Context: an optimization exercise on an open-source flow, tuned for small area, a short achievable clock period and few clock cycles. The choices shown serve that exercise and are no tape-out recipe.
Where RTL was checked, it was by simulation tests only, not by an equivalence proof against the original.

==> run F: inputs <==
==> flow/design.v <==
module bitrat_enc (
    input  wire        clk,
    input  wire        rst,         
    input  wire        start,
    input  wire        prev_bit,
    input  wire [12:0] len,         
    output reg  [11:0] in_addr,
    input  wire [7:0]  in_data,
    output reg         out_we,
    output reg  [12:0] out_addr,
    output reg  [7:0]  out_data,
    output reg         busy,
    output reg         done,
    output reg  [7:0]  cmask,
    output reg  [3:0]  maskw,
    output wire [12:0] count,
    output wire        last
);
    localparam [2:0] S_IDLE = 3'd0,
                     S_B2   = 3'd1,   
                     S_B1   = 3'd2,   
                     S_RUN  = 3'd3,   
                     S_GW   = 3'd4,   
                     S_PW   = 3'd5,   
                     S_SW   = 3'd6,   
                     S_RB   = 3'd7;   
    reg [2:0]  st;
    reg [11:0] lm1;       
    reg [11:0] icur;      
    reg        lastb;     
    reg        fullp;     
    reg        f_gs, f_bs, f_ps, f_ss;       
    reg        f_ge, f_be, f_pe, f_se;       
    reg [7:0]  d;
    reg        d00, dff;  
    reg        mbit;      
    reg        mode;      
    reg [12:0] ocur;      
    reg [12:0] gpos, ppos, spos;
    reg        g_has, p_has, s_has;    
    reg        pend_pw, pend_sw;       
    reg [7:0]  gmask, pmask, smask;
    reg [5:0]  ln;        
    reg [12:0] ocur_b;    
    reg        p_has_b, s_has_b, mbit_b;
    assign count = ocur;
    assign last  = mbit;
    wire grp_end  = f_ge || lastb;
    wire blk_end  = fullp && f_be;
    wire pair_end = f_pe || lastb;
    wire sec_end  = f_se || lastb;
    wire esc_mode = mode && fullp;
    wire [7:0] gm_base = f_gs ? 8'd0 : gmask;
    wire [7:0] pm_base = f_ps ? 8'd0 : pmask;
    wire [7:0] sm_base = f_ss ? 8'd0 : smask;
    wire [5:0] ln_base = f_bs ? 6'd0 : ln;
    wire       lit     = mbit ? !dff : !d00;
    wire [7:0] gm_next = gm_base | (lit ? (8'h80 >> icur[2:0]) : 8'd0);
    wire       wr      = esc_mode || lit;
    wire       ng      = esc_mode ? f_bs : (lit && !g_has);
    wire       np      = wr && !p_has;
    wire       ns      = wr && !s_has;
    wire [12:0] o1     = ocur + 13'd1;
    wire [12:0] o2     = ocur + 13'd2;
    wire [12:0] o3     = ocur + 13'd3;
    wire [12:0] o4     = ocur + 13'd4;
    wire [12:0] waddr  = ns ? o3 : np ? o2 : ng ? o1 : ocur;
    wire [12:0] onext  = ns ? o4 : np ? o3 : ng ? o2 : o1;
    wire [5:0] ln_next = ln_base + {5'd0, lit} + {5'd0, lit && !g_has};
    wire       esc     = (ln_base > 6'd32) ||
                         (lit && ((ln_base >= 6'd32) || (!g_has && ln_base >= 6'd31)));
    wire [5:0] ln_max  = (icur[4:3] == 2'd0) ? 6'd5  :
                         (icur[4:3] == 2'd1) ? 6'd14 :
                         (icur[4:3] == 2'd2) ? 6'd23 : 6'd32;
    wire       mism    = fullp && (mode ? (f_ge && (ln_next <= ln_max)) : esc);
    wire       p_act_n = p_has || wr;
    wire       s_act_n = s_has || wr;
    wire       gw      = grp_end && (esc_mode ? blk_end : lit);
    wire [7:0] pm_grp  = (grp_end && (gm_next != 8'd0)) ? (8'h80 >> icur[5:3]) : 8'd0;
    wire [7:0] pm_esc  = (blk_end && esc_mode && esc) ? (icur[5] ? 8'h0F : 8'hF0) : 8'd0;
    wire [7:0] sm_bit  = (pair_end && p_act_n && !mism) ? (8'h80 >> icur[8:6]) : 8'd0;
    wire [7:0] cm_bit  = (sec_end && s_act_n && !mism) ? (8'h80 >> icur[11:9]) : 8'd0;
    wire pw_run  = pair_end && p_act_n;
    wire sw_run  = sec_end && s_act_n;
    wire fin_run = gw || pw_run || sw_run || lastb;
    wire fin_st  = (st == S_GW) ? (pend_pw || pend_sw || lastb) :
                   (st == S_PW) ? (pend_sw || lastb) : lastb;
    wire stall   = (st == S_GW) || (st == S_PW) || (st == S_SW);
    wire step    = ((st == S_RUN) && !fin_run) || (stall && !fin_st);
    wire [11:0] inext   = icur + 12'd1;
    wire [6:0]  base_hi = icur[11:5] - {6'd0, f_bs};
    reg [2:0] st_n;
    reg       fin_n;      
    always @(*) begin
        st_n  = st;
        fin_n = 1'b0;
        case (st)
            S_IDLE: if (start && len != 13'd0) st_n = S_B2;
            S_B2:   st_n = S_B1;
            S_B1:   st_n = S_RUN;
            S_RB:   st_n = S_B2;
            S_RUN: begin
                if (mism)        st_n = S_RB;
                else if (gw)     st_n = S_GW;
                else if (pw_run) st_n = S_PW;
                else if (sw_run) st_n = S_SW;
                else if (lastb)  fin_n = 1'b1;
            end
            S_GW: begin
                if (pend_pw)      st_n = S_PW;
                else if (pend_sw) st_n = S_SW;
                else if (lastb)   fin_n = 1'b1;
                else              st_n = S_RUN;
            end
            S_PW: begin
                if (pend_sw)    st_n = S_SW;
                else if (lastb) fin_n = 1'b1;
                else            st_n = S_RUN;
            end
            S_SW: begin
                if (lastb) fin_n = 1'b1;
                else       st_n = S_RUN;
            end
            default: st_n = S_IDLE;
        endcase
        if (fin_n) st_n = S_IDLE;
    end
    always @(posedge clk) begin
        if (rst) begin
            st     <= S_IDLE;
            busy   <= 1'b0;
            done   <= 1'b0;
            out_we <= 1'b0;
        end else begin
            st     <= st_n;
            busy   <= (st_n != S_IDLE);
            done   <= fin_n || (st == S_IDLE && start && len == 13'd0);
            out_we <= ((st == S_RUN) && (wr || (!esc_mode && g_has))) || stall;
        end
    end
    always @(posedge clk) begin
        case (st)
            S_GW: begin
                out_addr <= gpos;
                out_data <= esc_mode ? 8'h00 : gmask;
            end
            S_PW: begin
                out_addr <= ppos;
                out_data <= pmask;
            end
            S_SW: begin
                out_addr <= spos;
                out_data <= smask;
            end
            default: begin
                out_addr <= wr ? waddr : gpos;
                out_data <= wr ? d : gm_base;
            end
        endcase
        if (!stall) begin
            d   <= in_data;
            d00 <= (in_data == 8'h00);
            dff <= (in_data == 8'hFF);
        end
        if (step || st == S_B2 || st == S_B1)
            in_addr <= in_addr + 12'd1;
        if (step) begin
            icur  <= inext;
            lastb <= (inext == lm1);
            fullp <= (inext[11:6] != lm1[11:6]) || (lm1[5:0] == 6'h3F);
            f_gs  <= (icur[2:0] == 3'd7);
            f_bs  <= (icur[4:0] == 5'd31);
            f_ps  <= (icur[5:0] == 6'd63);
            f_ss  <= (icur[8:0] == 9'h1FF);
            f_ge  <= (icur[2:0] == 3'd6);
            f_be  <= (icur[4:0] == 5'd30);
            f_pe  <= (icur[5:0] == 6'd62);
            f_se  <= (icur[8:0] == 9'h1FE);
        end
        case (st)
            S_IDLE: begin
                if (start) begin
                    lm1     <= len[11:0] - 12'd1;
                    maskw   <= len[12:9] + {3'd0, (len[8:0] != 9'd0)};
                    lastb   <= (len == 13'd1);
                    fullp   <= (len[12:6] != 7'd0);
                    f_gs    <= 1'b1;
                    f_bs    <= 1'b1;
                    f_ps    <= 1'b1;
                    f_ss    <= 1'b1;
                    f_ge    <= 1'b0;
                    f_be    <= 1'b0;
                    f_pe    <= 1'b0;
                    f_se    <= 1'b0;
                    g_has   <= 1'b0;
                    p_has   <= 1'b0;
                    s_has   <= 1'b0;
                    mbit    <= prev_bit;
                    mode    <= 1'b0;
                    icur    <= 12'd0;
                    in_addr <= 12'd0;
                    ocur    <= 13'd0;
                    cmask   <= 8'd0;
                end
            end
            S_RB: begin
                icur    <= {base_hi, 5'd0};
                in_addr <= {base_hi, 5'd0};
                lastb   <= 1'b0;
                fullp   <= 1'b1;
                f_gs    <= 1'b1;
                f_bs    <= 1'b1;
                f_ps    <= !base_hi[0];
                f_ss    <= (base_hi[3:0] == 4'd0);
                f_ge    <= 1'b0;
                f_be    <= 1'b0;
                f_pe    <= 1'b0;
                f_se    <= 1'b0;
                mode    <= ~mode;
                ocur    <= ocur_b;
                g_has   <= 1'b0;
                p_has   <= p_has_b;
                s_has   <= s_has_b;
                mbit    <= mbit_b;
            end
            S_RUN: begin
                if (f_bs && fullp) begin
                    ocur_b  <= ocur;
                    p_has_b <= p_has;
                    s_has_b <= s_has;
                    mbit_b  <= mbit;
                end
                if (ns) spos <= ocur;
                if (np) ppos <= ns ? o1 : ocur;
                if (ng) gpos <= ns ? o2 : np ? o1 : ocur;
                if (lit) mbit <= d[0];
                if (wr) ocur <= onext;
                gmask   <= gm_next;
                ln      <= ln_next;
                g_has   <= !grp_end && (g_has || lit);
                p_has   <= !pair_end && p_act_n;
                s_has   <= !sec_end && s_act_n;
                pend_pw <= pw_run;
                pend_sw <= sw_run;
                pmask   <= pm_base | pm_grp | pm_esc;
                smask   <= sm_base | sm_bit;
                cmask   <= cmask | cm_bit;
            end
            default: ;
        endcase
    end
endmodule
==> flow/run.sh <==
#!/bin/bash
# synth_recipe.tcl (not shown) runs the flow's synth.tcl, then flattens the netlist and writes it again
# the make line also repeats each setting of config.mk as NAME=value (left out here)
make -C /OpenROAD-flow-scripts/flow DESIGN_CONFIG=/design/flow/config.mk WORK_HOME=/design/flow/orfs CLKGATE_MAP_FILE= SYNTH_SCRIPT=/design/flow/synth_recipe.tcl finish
==> flow/config.mk <==
export PLATFORM = sky130hd
export DESIGN_NAME = bitrat_enc
export DESIGN_NICKNAME = bitrat_enc
export VERILOG_FILES = /design/flow/design.v
export SDC_FILE = /design/flow/constraint.sdc
export NUM_CORES = 4
export LEC_CHECK = 0
export ABC_CLOCK_PERIOD_IN_PS = 1500
export CAP_MARGIN = 20
export CORE_MARGIN = 2
export CORE_UTILIZATION = 40
export SETUP_SLACK_MARGIN = 2.0
export SLEW_MARGIN = 20
==> flow/constraint.sdc <==
create_clock -name core_clock -period 5.0 [get_ports {clk}]
set_input_delay 1.0000 -clock core_clock [delete_from_list [all_inputs] [get_ports {clk}]]
set_output_delay 1.0000 -clock core_clock [all_outputs]
set_load 0.01 [all_outputs]
==> run C: changes against run F <==
==> flow/design.v, changed modules only <==
module bitrat_enc (
    input  wire        clk,
    input  wire        rst,         
    input  wire        start,
    input  wire        prev_bit,
    input  wire [12:0] len,         
    output reg  [11:0] in_addr,
    input  wire [7:0]  in_data,
    output reg         out_we,
    output reg  [12:0] out_addr,
    output reg  [7:0]  out_data,
    output reg         busy,
    output reg         done,
    output reg  [7:0]  cmask,
    output reg  [3:0]  maskw,
    output wire [12:0] count,
    output wire        last
);
    localparam [2:0] S_IDLE = 3'd0,
                     S_B2   = 3'd1,   
                     S_B1   = 3'd2,   
                     S_RUN  = 3'd3,   
                     S_GW   = 3'd4,   
                     S_PW   = 3'd5,   
                     S_SW   = 3'd6,   
                     S_RB   = 3'd7;   
    reg [2:0]  st;
    reg [12:0] lenr;      
    reg        lastb;     
    reg        fullp;     
    reg        f_gs, f_bs, f_ps, f_ss;       
    reg        f_ge, f_be, f_pe, f_se;       
    reg [7:0]  d;
    reg        lit;       
    reg        mbit;      
    reg        mode;      
    reg [12:0] ocur;      
    reg [12:0] gpos, ppos, spos;
    reg        g_has, p_has, s_has;    
    reg        pend_pw, pend_sw;       
    reg [7:0]  gmask, pmask, smask;
    reg [5:0]  ln;        
    reg [12:0] ocur_b;
    reg        p_has_b, s_has_b, mbit_b;
    assign count = ocur;
    assign last  = mbit;
    function [10:0] inc11(input [10:0] x);
        integer i;
        for (i = 0; i < 11; i = i + 1)
            inc11[i] = x[i] ^ ((x & ((11'd1 << i) - 11'd1)) == ((11'd1 << i) - 11'd1));
    endfunction
    function [11:0] inc12(input [11:0] x);
        integer i;
        for (i = 0; i < 12; i = i + 1)
            inc12[i] = x[i] ^ ((x & ((12'd1 << i) - 12'd1)) == ((12'd1 << i) - 12'd1));
    endfunction
    function [10:0] dec11(input [10:0] x);
        integer i;
        for (i = 0; i < 11; i = i + 1)
            dec11[i] = x[i] ^ ((x & ((11'd1 << i) - 11'd1)) == 11'd0);
    endfunction
    wire [11:0] icur    = {dec11(in_addr[11:1]), in_addr[0]};
    wire grp_end  = f_ge || lastb;
    wire blk_end  = fullp && f_be;
    wire pair_end = f_pe || lastb;
    wire sec_end  = f_se || lastb;
    wire esc_mode = mode && fullp;
    wire [7:0] gm_base = f_gs ? 8'd0 : gmask;
    wire [7:0] pm_base = f_ps ? 8'd0 : pmask;
    wire [7:0] sm_base = f_ss ? 8'd0 : smask;
    wire [5:0] ln_base = f_bs ? 6'd0 : ln;
    wire       m_next  = (st == S_RUN && lit) ? d[0] : mbit;
    wire [7:0] gm_next = gm_base | (lit ? (8'h80 >> icur[2:0]) : 8'd0);
    wire       wr      = esc_mode || lit;
    wire       ng      = esc_mode ? f_bs : (lit && !g_has);
    wire       np      = wr && !p_has;
    wire       ns      = wr && !s_has;
    wire [10:0] oh1    = inc11(ocur[12:2]);
    wire [1:0]  ol     = ocur[1:0];
    wire [12:0] o1     = {(ol == 2'd3) ? oh1 : ocur[12:2], ol + 2'd1};
    wire [12:0] o2     = {ol[1]        ? oh1 : ocur[12:2], ol + 2'd2};
    wire [12:0] o3     = {(ol != 2'd0) ? oh1 : ocur[12:2], ol + 2'd3};
    wire [12:0] o4     = {oh1, ol};
    wire [12:0] waddr  = ns ? o3 : np ? o2 : ng ? o1 : ocur;
    wire [12:0] onext  = ns ? o4 : np ? o3 : ng ? o2 : o1;
    wire [5:0] ln_next = ln_base + {5'd0, lit} + {5'd0, lit && !g_has};
    wire       esc     = (ln_base > 6'd32) ||
                         (lit && ((ln_base >= 6'd32) || (!g_has && ln_base >= 6'd31)));
    wire [1:0] inc     = lit ? (g_has ? 2'd1 : 2'd2) : 2'd0;
    wire [1:0] q       = in_addr[4:3];
    wire       fits    = (q == 2'd1) ? ((inc == 2'd0) ? (ln_base <= 6'd5)  :
                                        (inc == 2'd1) ? (ln_base <= 6'd4)  : (ln_base <= 6'd3))  :
                         (q == 2'd2) ? ((inc == 2'd0) ? (ln_base <= 6'd14) :
                                        (inc == 2'd1) ? (ln_base <= 6'd13) : (ln_base <= 6'd12)) :
                         (q == 2'd3) ? ((inc == 2'd0) ? (ln_base <= 6'd23) :
                                        (inc == 2'd1) ? (ln_base <= 6'd22) : (ln_base <= 6'd21)) :
                                       ((inc == 2'd0) ? (ln_base <= 6'd32) :
                                        (inc == 2'd1) ? (ln_base <= 6'd31) : (ln_base <= 6'd30));
    wire       mism    = fullp && (mode ? (f_ge && fits) : esc);
    wire       p_act_n = p_has || wr;
    wire       s_act_n = s_has || wr;
    wire       gw      = grp_end && (esc_mode ? blk_end : lit);
    wire [7:0] pm_grp  = (grp_end && (gm_next != 8'd0)) ? (8'h80 >> icur[5:3]) : 8'd0;
    wire [7:0] pm_esc  = (blk_end && esc_mode && esc) ? (in_addr[5] ? 8'hF0 : 8'h0F) : 8'd0;
    wire [7:0] sm_bit  = (pair_end && p_act_n && !mism) ? (8'h80 >> icur[8:6]) : 8'd0;
    wire [7:0] cm_bit  = (sec_end && s_act_n && !mism) ? (8'h80 >> icur[11:9]) : 8'd0;
    wire pw_run  = pair_end && p_act_n;
    wire sw_run  = sec_end && s_act_n;
    wire fin_run = gw || pw_run || sw_run || lastb;
    wire fin_st  = (st == S_GW) ? (pend_pw || pend_sw || lastb) :
                   (st == S_PW) ? (pend_sw || lastb) : lastb;
    wire stall   = (st == S_GW) || (st == S_PW) || (st == S_SW);
    wire step    = ((st == S_RUN) && !fin_run) || (stall && !fin_st);
    wire [6:0]  base_hi = icur[11:5] - {6'd0, f_bs};
    reg [2:0] st_n;
    reg       fin_n;      
    always @(*) begin
        st_n  = st;
        fin_n = 1'b0;
        case (st)
            S_IDLE: if (start && len != 13'd0) st_n = S_B2;
            S_B2:   st_n = S_B1;
            S_B1:   st_n = S_RUN;
            S_RB:   st_n = S_B2;
            S_RUN: begin
                if (mism)        st_n = S_RB;
                else if (gw)     st_n = S_GW;
                else if (pw_run) st_n = S_PW;
                else if (sw_run) st_n = S_SW;
                else if (lastb)  fin_n = 1'b1;
            end
            S_GW: begin
                if (pend_pw)      st_n = S_PW;
                else if (pend_sw) st_n = S_SW;
                else if (lastb)   fin_n = 1'b1;
                else              st_n = S_RUN;
            end
            S_PW: begin
                if (pend_sw)    st_n = S_SW;
                else if (lastb) fin_n = 1'b1;
                else            st_n = S_RUN;
            end
            S_SW: begin
                if (lastb) fin_n = 1'b1;
                else       st_n = S_RUN;
            end
            default: st_n = S_IDLE;
        endcase
        if (fin_n) st_n = S_IDLE;
    end
    always @(posedge clk) begin
        if (rst) begin
            st     <= S_IDLE;
            busy   <= 1'b0;
            done   <= 1'b0;
            out_we <= 1'b0;
        end else begin
            st     <= st_n;
            busy   <= (st_n != S_IDLE);
            done   <= fin_n || (st == S_IDLE && start && len == 13'd0);
            out_we <= ((st == S_RUN) && (wr || (!esc_mode && g_has))) || stall;
        end
    end
    always @(posedge clk) begin
        case (st)
            S_GW: begin
                out_addr <= gpos;
                out_data <= esc_mode ? 8'h00 : gmask;
            end
            S_PW: begin
                out_addr <= ppos;
                out_data <= pmask;
            end
            S_SW: begin
                out_addr <= spos;
                out_data <= smask;
            end
            default: begin
                out_addr <= wr ? waddr : gpos;
                out_data <= wr ? d : gm_base;
            end
        endcase
        if (!stall) begin
            d   <= in_data;
            lit <= m_next ? (in_data != 8'hFF) : (in_data != 8'h00);
        end
        if (step || st == S_B2 || st == S_B1)
            in_addr <= inc12(in_addr);
        if (step) begin
            lastb <= (in_addr == lenr[11:0]);
            if (in_addr[5:0] == 6'd1)
                fullp <= ({1'b0, in_addr[11:6]} < lenr[12:6]);
            f_gs  <= (in_addr[2:0] == 3'd1);
            f_bs  <= (in_addr[4:0] == 5'd1);
            f_ps  <= (in_addr[5:0] == 6'd1);
            f_ss  <= (in_addr[8:0] == 9'd1);
            f_ge  <= (in_addr[2:0] == 3'd0);
            f_be  <= (in_addr[4:0] == 5'd0);
            f_pe  <= (in_addr[5:0] == 6'd0);
            f_se  <= (in_addr[8:0] == 9'd0);
        end
        case (st)
            S_IDLE: begin
                if (start) begin
                    lenr    <= len;
                    maskw   <= len[12:9] + {3'd0, (len[8:0] != 9'd0)};
                    lastb   <= (len == 13'd1);
                    fullp   <= (len[12:6] != 7'd0);
                    f_gs    <= 1'b1;
                    f_bs    <= 1'b1;
                    f_ps    <= 1'b1;
                    f_ss    <= 1'b1;
                    f_ge    <= 1'b0;
                    f_be    <= 1'b0;
                    f_pe    <= 1'b0;
                    f_se    <= 1'b0;
                    g_has   <= 1'b0;
                    p_has   <= 1'b0;
                    s_has   <= 1'b0;
                    mbit    <= prev_bit;
                    mode    <= 1'b0;
                    in_addr <= 12'd0;
                    ocur    <= 13'd0;
                    cmask   <= 8'd0;
                end
            end
            S_RB: begin
                in_addr <= {base_hi, 5'd0};
                lastb   <= 1'b0;
                fullp   <= 1'b1;
                f_gs    <= 1'b1;
                f_bs    <= 1'b1;
                f_ps    <= !base_hi[0];
                f_ss    <= (base_hi[3:0] == 4'd0);
                f_ge    <= 1'b0;
                f_be    <= 1'b0;
                f_pe    <= 1'b0;
                f_se    <= 1'b0;
                mode    <= ~mode;
                ocur    <= ocur_b;
                g_has   <= 1'b0;
                p_has   <= p_has_b;
                s_has   <= s_has_b;
                mbit    <= mbit_b;
            end
            S_RUN: begin
                if (f_bs && fullp) begin
                    ocur_b  <= ocur;
                    p_has_b <= p_has;
                    s_has_b <= s_has;
                    mbit_b  <= mbit;
                end
                if (ns) spos <= ocur;
                if (np) ppos <= ns ? o1 : ocur;
                if (ng) gpos <= ns ? o2 : np ? o1 : ocur;
                if (lit) mbit <= d[0];
                if (wr) ocur <= onext;
                gmask   <= gm_next;
                ln      <= ln_next;
                g_has   <= !grp_end && (g_has || lit);
                p_has   <= !pair_end && p_act_n;
                s_has   <= !sec_end && s_act_n;
                pend_pw <= pw_run;
                pend_sw <= sw_run;
                pmask   <= pm_base | pm_grp | pm_esc;
                smask   <= sm_base | sm_bit;
                cmask   <= cmask | cm_bit;
            end
            default: ;
        endcase
    end
endmodule
ABC_CLOCK_PERIOD_IN_PS = 2000   (was 1500)
SETUP_SLACK_MARGIN = 1.6   (was 2.0)
==> impl_metrics.toml <==
[status]
status = "complete, no violations"

[synth]
synth-xor-area-share_pct = 7.92
synthAdderAreaFrac_pct = 4.17

[cells_and_area]
final_cells = 1660
drive_above_1_share_pct = 11.9

[setup_path]
timing.critical_path.arrival_ns = 4.04
required_ns = 5.40
critPathMaxFanout = 5

[route]
finalWirelength_mm = 34.1
Source of the figures above: run F

==> impl_metrics.toml <==
[cells_and_area]
drive_above_1_share_pct = 7.67
final_cells = 1399

[synth]
synthAdderAreaFrac_pct = 3.58
synth-xor-area-share_pct = 4.93

[route]
finalWirelength_mm = 28.6

[setup_path]
critPathMaxFanout = 6

[status]
status = "complete, no violations"
Source of the figures above: run C

Testbench counts of run C, summed over its fixed seeds: cycles 340,412.
Function not checked in run F: the RTL went through the layout flow alone.

afterwards: timing with drivers on the ports:
In the flow no input, the clock included, has a driving cell. The finished layouts below were timed again as built, in two steps. Step 1, drivers: a clkbuf_16 drives clk and a buf_2 each remaining input, both assumed. Step 2 times the ports against the registers' clock, not the clock port: input delays grow and output delays shrink by t, the midpoint of the rising clock arrivals with the driver on. a / b / c = no drivers / after step 1 / after step 2; a / b = the first two.
run | shift t [ns] | setup slack, ns | hold WS [ns] | worst setup path at the end | worst register clock-pin slew, ns
run F | 0.499 | 1.355 / 1.355 / 1.355 | 0.502 / 0.502 / 0.502 | register to register | 0.09 / 0.09
run C | 0.484 | 1.784 / 1.784 / 1.695 | 0.483 / 0.483 / 0.483 | input to register | 0.07 / 0.07
After both steps every run listed still meets setup and hold. For run C, which loses most, drivers alone change the setup slack by 0.000 ns; drivers and shift together by -0.089 ns.
